What follows belongs to an exercise in optimizing a design on an open flow for small area; a production flow would make more cautious choices.
The RTL was checked by simulation tests, not by an equivalence proof against the original design.
Power and IR drop assume default switching activity.

==> flow/design.v <==
module ccsds_rx (
    input  wire        clk,
    input  wire        rst,             
    input  wire        in_valid,
    input  wire [7:0]  in_byte,
    input  wire        in_kind,         
    input  wire [8:0]  in_blen,         
    output reg         out_valid,
    output reg  [7:0]  out_byte,
    output reg         out_vc,          
    output reg         done,
    output reg  [1:0]  status,          
    output reg         frame_kind,
    output reg  [8:0]  frame_len,
    output reg  [7:0]  data_len,
    output reg  [15:0] ecf,
    output wire        bp_type,
    output wire [6:0]  bp_apid,
    output wire        bp_ecf_flag,
    output wire [3:0]  tf_tfvn,
    output wire [15:0] tf_scid,
    output wire        tf_sdid,
    output wire [5:0]  tf_vcid,
    output wire [3:0]  tf_mapid,
    output wire        tf_end_flag,
    output wire        tf_bypass,
    output wire        tf_command,
    output wire        tf_ocf,
    output wire [2:0]  tf_vc_length,
    output wire [2:0]  tf_constr_rule,
    output wire [4:0]  tf_protocol_id
);
    localparam [1:0] ST_OK = 2'd0, ST_LEN = 2'd1, ST_CRC = 2'd2;
    function [15:0] crc_step;
        input [15:0] reg_in;
        input [7:0]  b;
        integer k;
        reg [15:0] r;
        begin
            r = reg_in ^ {b, 8'h00};
            for (k = 0; k < 8; k = k + 1) begin
                if (r[15])
                    r = {r[14:0], 1'b0} ^ 16'h1021;
                else
                    r = {r[14:0], 1'b0};
            end
            crc_step = r;
        end
    endfunction
    reg  [1:0]  sync_cnt;       
    reg         in_frame;
    reg         kind;
    reg  [8:0]  blen;
    reg  [8:0]  idx;            
    reg  [8:0]  flen;           
    reg         lenerr;
    reg  [15:0] crc;
    reg  [7:0]  trl_a;          
    reg  [7:0]  trl_b;          
    reg  [7:0]  hdr0, hdr1, hdr2, hdr3, hdr4, hdr5, hdr6, hdr_df;
    wire byte_in = in_valid && in_frame;
    reg [7:0] marker_byte;
    always @(*) begin
        case (sync_cnt)
            2'd0: marker_byte = 8'h1A;
            2'd1: marker_byte = 8'hCF;
            2'd2: marker_byte = 8'hFC;
            default: marker_byte = 8'h1D;
        endcase
    end
    reg [2:0] sync_next;        
    always @(*) begin
        if (in_byte == marker_byte)
            sync_next = {1'b0, sync_cnt} + 3'd1;
        else if (in_byte == 8'h1A)
            sync_next = 3'd1;
        else
            sync_next = 3'd0;
    end
    wire        cur_kind  = (idx == 9'd0) ? in_kind : kind;
    wire [8:0]  cur_blen  = (idx == 9'd0) ? in_blen : blen;
    wire        end_flag  = hdr3[0];
    wire [2:0]  vlen      = hdr6[2:0];
    wire        bp_e      = in_byte[7];
    wire [6:0]  bp_l      = in_byte[6:0];
    wire [7:0]  bp_ovh    = bp_e ? 8'd4 : 8'd2;
    wire [15:0] tf_l      = {hdr4, hdr5};
    wire [16:0] tf_min    = 17'd10 + {14'd0, in_byte[2:0]};
    reg         last;
    reg         lenerr_now;
    reg         flen_set;
    reg  [8:0]  flen_new;
    reg  [7:0]  dlen_new;
    always @(*) begin
        last       = 1'b0;
        lenerr_now = 1'b0;
        flen_set   = 1'b0;
        flen_new   = 9'd0;
        dlen_new   = 8'd0;
        if (cur_kind == 1'b0) begin
            if (idx == 9'd1) begin
                if ({1'b0, bp_l} < bp_ovh) begin
                    lenerr_now = 1'b1;
                    last       = 1'b1;
                end else begin
                    flen_set = 1'b1;
                    flen_new = {2'b00, bp_l};
                    dlen_new = {1'b0, bp_l} - bp_ovh;
                    if (bp_l == 7'd2)
                        last = 1'b1;
                end
            end else if (idx >= 9'd2 && idx == flen - 9'd1) begin
                last = 1'b1;
            end
        end else begin
            if (idx == cur_blen - 9'd1)
                last = 1'b1;
            if (idx == 9'd0 && in_blen < 9'd4)
                lenerr_now = 1'b1;
            if (idx == 9'd3) begin
                if (in_byte[0]) begin
                    if (blen < 9'd7 || blen > 9'd256) begin
                        lenerr_now = 1'b1;
                    end else begin
                        flen_set = 1'b1;
                        flen_new = blen;
                        dlen_new = blen[7:0] - 8'd7;
                    end
                end else begin
                    if (blen < 9'd7)
                        lenerr_now = 1'b1;
                end
            end
            if (idx == 9'd6 && !end_flag) begin
                if ({1'b0, tf_l} < tf_min || tf_l > 16'd256 || tf_l > {7'd0, blen}) begin
                    lenerr_now = 1'b1;
                end else begin
                    flen_set = 1'b1;
                    flen_new = tf_l[8:0];
                    dlen_new = tf_l[7:0] - 8'd10 - {5'd0, in_byte[2:0]};
                end
            end
        end
    end
    wire [9:0] idx_p1 = {1'b0, idx} + 10'd1;
    wire [9:0] idx_p2 = {1'b0, idx} + 10'd2;
    wire [9:0] flen_w = {1'b0, flen};
    reg in_crc, is_trl_a, is_trl_b, is_vc, is_data;
    always @(*) begin
        in_crc   = 1'b0;
        is_trl_a = 1'b0;
        is_trl_b = 1'b0;
        is_vc    = 1'b0;
        is_data  = 1'b0;
        if (kind == 1'b0) begin
            if (hdr1[7]) begin
                if (idx_p2 < flen_w) in_crc = 1'b1;
                if (idx_p2 == flen_w) is_trl_a = 1'b1;
                if (idx_p1 == flen_w) is_trl_b = 1'b1;
                if (idx >= 9'd2 && idx_p2 < flen_w) is_data = 1'b1;
            end else begin
                if (idx >= 9'd2 && idx < flen) is_data = 1'b1;
            end
        end else if (!lenerr) begin
            if (idx_p2 < flen_w) in_crc = 1'b1;
            if (idx_p2 == flen_w) is_trl_a = 1'b1;
            if (idx_p1 == flen_w) is_trl_b = 1'b1;
            if (end_flag) begin
                if (idx >= 9'd5 && idx_p2 < flen_w) is_data = 1'b1;
            end else begin
                if (idx >= 9'd7 && idx < 9'd7 + {6'd0, vlen}) is_vc = 1'b1;
                if (idx >= 9'd8 + {6'd0, vlen} && idx_p2 < flen_w) is_data = 1'b1;
            end
        end
    end
    wire hdr_zone  = cur_kind ? (idx < 9'd5 || (idx < 9'd8 && !end_flag))
                              : (idx < 9'd2);
    wire crc_en    = hdr_zone || in_crc;
    wire df_here   = cur_kind && (idx >= 9'd4) &&
                     (end_flag ? (idx == 9'd4) : (idx == 9'd7 + {6'd0, vlen}));
    wire [15:0] crc_next = crc_step(crc, in_byte);
    wire [7:0]  ta = is_trl_a ? in_byte : trl_a;
    wire [7:0]  tb = is_trl_b ? in_byte : trl_b;
    wire        check_crc = cur_kind ? 1'b1 : ((idx == 9'd1) ? in_byte[7] : hdr1[7]);
    wire [15:0] trailer   = (cur_kind && end_flag) ? {tb, ta} : {ta, tb};
    wire        lenerr_all = lenerr || lenerr_now;
    always @(posedge clk) begin
        if (rst) begin
            sync_cnt  <= 2'd0;
            in_frame  <= 1'b0;
            out_valid <= 1'b0;
            done      <= 1'b0;
        end else begin
            out_valid <= 1'b0;
            done      <= 1'b0;
            if (in_valid && !in_frame) begin
                if (sync_next == 3'd4) begin
                    in_frame <= 1'b1;
                    sync_cnt <= 2'd0;
                    idx      <= 9'd0;
                    lenerr   <= 1'b0;
                    crc      <= 16'h0000;
                end else begin
                    sync_cnt <= sync_next[1:0];
                end
            end
            if (byte_in) begin
                idx <= idx + 9'd1;
                if (idx == 9'd0) begin
                    kind <= in_kind;
                    blen <= in_blen;
                    hdr0 <= in_byte;
                end
                if (idx == 9'd1) hdr1 <= in_byte;
                if (idx == 9'd2) hdr2 <= in_byte;
                if (idx == 9'd3) hdr3 <= in_byte;
                if (idx == 9'd4) hdr4 <= in_byte;
                if (idx == 9'd5) hdr5 <= in_byte;
                if (idx == 9'd6) hdr6 <= in_byte;
                if (df_here)     hdr_df <= in_byte;
                if (crc_en)      crc <= crc_next;
                if (lenerr_now)  lenerr <= 1'b1;
                if (flen_set)    flen <= flen_new;
                if (flen_set)    data_len <= dlen_new;
                if (is_trl_a && idx >= 9'd2) trl_a <= in_byte;
                if (is_trl_b && idx >= 9'd2) trl_b <= in_byte;
                if (!lenerr_all && idx >= 9'd2 && (is_vc || is_data)) begin
                    out_valid <= 1'b1;
                    out_byte  <= in_byte;
                    out_vc    <= is_vc;
                end
                if (last) begin
                    in_frame   <= 1'b0;
                    done       <= 1'b1;
                    frame_kind <= cur_kind;
                    frame_len  <= flen_set ? flen_new : flen;
                    ecf        <= trailer;
                    if (lenerr_all)
                        status <= ST_LEN;
                    else if (check_crc && trailer != crc)
                        status <= ST_CRC;
                    else
                        status <= ST_OK;
                end
            end
        end
    end
    assign bp_type        = hdr0[7];
    assign bp_apid        = hdr0[6:0];
    assign bp_ecf_flag    = hdr1[7];
    assign tf_tfvn        = hdr0[7:4];
    assign tf_scid        = {hdr0[3:0], hdr1, hdr2[7:4]};
    assign tf_sdid        = hdr2[3];
    assign tf_vcid        = {hdr2[2:0], hdr3[7:5]};
    assign tf_mapid       = hdr3[4:1];
    assign tf_end_flag    = hdr3[0];
    assign tf_bypass      = hdr6[7];
    assign tf_command     = hdr6[6];
    assign tf_ocf         = hdr6[3];
    assign tf_vc_length   = hdr6[2:0];
    assign tf_constr_rule = hdr_df[7:5];
    assign tf_protocol_id = hdr_df[4:0];
endmodule
==> flow/run.sh <==
#!/bin/bash
# synth_recipe.tcl (not shown) runs the flow's synth.tcl, then flattens the netlist and writes it again
# the make line also repeats each setting of config.mk as NAME=value (left out here)
make -C /OpenROAD-flow-scripts/flow DESIGN_CONFIG=/design/flow/config.mk WORK_HOME=/design/flow/orfs CLKGATE_MAP_FILE= SYNTH_SCRIPT=/design/flow/synth_recipe.tcl finish
==> flow/config.mk <==
export PLATFORM = sky130hd
export DESIGN_NAME = ccsds_rx
export DESIGN_NICKNAME = ccsds_rx
export VERILOG_FILES = /design/flow/design.v
export SDC_FILE = /design/flow/constraint.sdc
export NUM_CORES = 4
export LEC_CHECK = 0
export CAP_MARGIN = 20
export CORE_MARGIN = 2
export CORE_UTILIZATION = 40
export SLEW_MARGIN = 20
==> flow/constraint.sdc <==
create_clock -name core_clock -period 6.0 [get_ports {clk}]
set_input_delay 1.2000 -clock core_clock [delete_from_list [all_inputs] [get_ports {clk}]]
set_output_delay 1.2000 -clock core_clock [all_outputs]
set_load 0.01 [all_outputs]
==> flow_summary.ini <==
[outcome]
outcome = no timing/DRC/antenna violations

[yosys]
avgSynthCellArea_um2 = 10.84
ys_types = 80
yosys-top-cells-area = edfxtp_1, ha_1, xnor2_1
synth_edf_count = 168
yosysTopAreaCellShare = 0.4789
netlist_area_um2 = 10530
synthFlopType = edfxtp_1
async_flop_share = 0
synth_seq_cells = 173
synth_nets = 1063
seq_area_frac_synth = 0.4884
yosysTopAreaCell = edfxtp_1
yosysWarnings = 1
synthCells = 972

[global_route]
antenna_found_initial = 0
grt_overflow = 0
grt_max_degree = 29
grt_pass1_vias = 8126
grt_util_all_layers = 0.2295
grt_pass1_wl_um = 49130

[routing]
via_per_inst = 5.784
top_layer = met4
wl_met3_um = 2010
drc = 0
drt_pass1_iterations = 6
drt_iter0_markers = 997
routedWlPerCell_um = 22.09
wirelength_met1_um = 14200
via_count = 8289
totalWireLength_um = 31660
dr_wl_met2_um = 14470
antenna_left = 0

[final_layout]
area_growth_pct = 20.35
n_antenna_cell = 0
drive_above_1_share = 0.07741
final_area_um2 = 12680
final_nets = 1176

[worst_hold_path]
whs_path_depth = 2
hold_end = sync_cnt[1]
hold_start = sync_cnt[1]
min_path_type = flip-flop to flip-flop

[timing]
fin_ws_ps = 1128
rsz0062_at_grt = false
tns_ps = 0
whs_ps = 590.6
min_period_ps = 4872
relSlewSlack = 0.2983
worst_pin_slew_ps = 1044
clock_skew_ps = 20.05
period_share = 0.8121
fmax_ghz = 0.2052
finalSetupViolations = 0
hold_viol_final = 0
maxSlewViolCount = 0

[clock_network]
cts_resized = 0
root_buffer = clkbuf_16
cts_inserted_buffers = 17
cts.sinks = 173
cts_max_level = 4
clockBufferDepth = 2
holdBufCountCts = 0
cts_setup_buffers = 0
clkTransAtPathRegs_ps = 70
cts_tree = done
insertion_delay_ps = 440

[critical_path]
critPathKind = flip-flop to flip-flop
slowest_delay_ps = 640
r2r_setup_slack_ps = 1130
end_kind = flip-flop
cp_slowest_cell = edfxtp_1
worstReg2RegEnd = status[1]
worstPathCellList = buf_4, and4_1, nand4_1, xnor2_1, ha_1, nand2_1, nor3_1, nand3_1, mux2i_1, a21oi_1, a221o_2, xnor2_1, nand4_1, a2111oi_2, a21oi_1
path_delay_family = simple AND/OR/NAND/NOR gates
rr_startpoint = idx[2]
setup.worst_path.start_class = flip-flop
crit_required_ps = 6160
path_max_fanout = 13
arrival_ps = 5040
r2r_cells = 15
cp_num_buf_inv = 1

[placement]
port_buffers = 122
dp_slack_ps = 1121
dp_hpwl_um = 22660
gp_congestion = 0.9336
place_area_um2 = 12070

[power]
finalPower_mw = 2.645
p_per_area_nw_per_um2 = 208.6
ir_drop_mv = 0.1402
leakage_nw = 4.711

[flow_run]
cap_violations = 0

[floorplan]
num_rows = 59
core_um2 = 25980
num_io_pins = 123
die_x_um = 166.3
initial_utilization = 0.4054
die_h_um = 166.3
die-area_um2 = 27650
-- where the power goes --
group          total, mW  internal, mW  switching [mW]
Clock               1.14         0.597           0.547
Sequential          1.33          1.33         0.00977
Combinational      0.166        0.0653           0.100
-- area by class of cell --
| type | count | area, µm² |
|---|---|---|
| clock buffers | 17 | 425.4 |
| repair buffers | 147 | 1409 |
| well taps | 335 | 419.2 |
| multi-input cells | 673 | 4827 |
| clock inverters | 15 | 177.7 |
| flip-flops and latches | 173 | 5145 |
| inverters | 73 | 274.0 |
| fillers | 2377 | 13310 |
-- per-layer routing --
layer | vias to the layer above | GRT usage
li1 | 3794 | -
met1 | 4030 | 0.3259
met2 | 403 | 0.3588
met3 | 62 | 0.02908
met4 | 0 | 0.08958
met5 | - | 0
-- cells by family (layout without fill, tap and decap cells) --
kind of cell,Yosys count,after routing,synth area share
simple gates,274,274,0.1309
compound gates,209,209,0.1347
flops,173,173,0.4884
buf+inv,126,252,0.05476
xor+xnor,97,97,0.08398
fa+ha+maj,70,70,0.08528
mux,23,23,0.02197
-- cell usage in the layout (no fill, tap or decap), drive strengths merged, types with 6 or more instances in the layout --
master	n
ha	67
o22ai	12
a31oi	9
a21oi	53
xor2	25
edfxtp	168
a21o	9
clkbuf	17
nor4	13
xnor2	70
clkdlybuf4s50	122
nand3	26
nor3	34
mux2i	22
a221o	13
inv	79
nor2	71
nand2	72
buf	25
clkinv	7
nor2b	11
o21ai	47
nand2b	8
o211ai	6
nand4	13
a2111oi	6
-- worst max-delay path by stage --
stage | startpoint | end | slack [ps] | depth (start not counted)
global route | idx[2] | status[1] | 810 | 15
detailed placement | in_byte[2] | ecf[8] | 1120 | 11
global placement | idx[2] | status[1] | 1110 | 15
finish | idx[2] | status[1] | 1130 | 15
floorplan | idx[1] | ecf[0] | 1050 | 15
CTS | idx[2] | status[1] | 1160 | 15
-- flip-flops by register name, indices dropped and copies added (netlist names), 9 cells and up --
signal	flops
frame_len	9
blen	9
idx	9
ecf	16
flen	9
crc	16
-- tightest hold or removal path, stage by stage, from the launching register on --
cell and delay, ps:
dfxtp_1 360, a21oi_1 140, nor2_1 40
-- cell usage after synthesis (4+ instances only) --
master,count
o22ai_1,12
nand2_1,72
a31oi_1,9
nor2b_1,11
a21oi_1,52
dfxtp_1,5
and3_1,4
a21o_1,9
a32oi_1,4
nor3_1,33
nand4_1,13
buf_6,7
a222oi_1,4
buf_2,8
o21ai_0,43
clkbuf_1,25
and2_1,4
o21a_1,5
xnor2_1,70
nand3_1,26
mux2i_1,22
o31ai_1,4
a221o_1,7
a2111oi_0,5
nor4_1,10
a221o_2,6
nor2_1,70
buf_4,11
ha_1,67
a211oi_1,4
xor2_1,24
o211ai_1,6
nand2b_1,8
inv_1,72
edfxtp_1,168
-- per-stage QoR --
stage | utilization | instances
after floorplan | - | 972
after global placement | 0.4647 | 1401
after detailed placement | 0.4647 | 1401
after CTS | 0.4879 | 1433
after global routing | 0.4879 | 1433
final | 0.4879 | 1433

## afterwards: timing with drivers on the ports
Ports are ideal in the flow. The routed layout listed here was re-timed in OpenROAD. Step 1, drivers: a clkbuf_16 drives clk and a buf_2 each remaining input, both assumed. Step 2 adds t to the input delays and takes it off the output delays; t is the mean of the earliest and latest rising clock arrival at the registers after step 1. Input paths then give back, and output paths get back, about the clock's delay inside the block. Three values: ideal ports, drivers, drivers and shift; two values: the first two.
t, ns: 0.480
setup WS [ns]: 1.128 / 1.128 / 1.103
worst setup path after step 2: input to register
worst data-port slew with drivers (ns): 0.05
After both steps setup and hold are still met in this run. For this run, drivers alone change the setup slack by 0.000 ns; drivers and shift together by -0.025 ns.
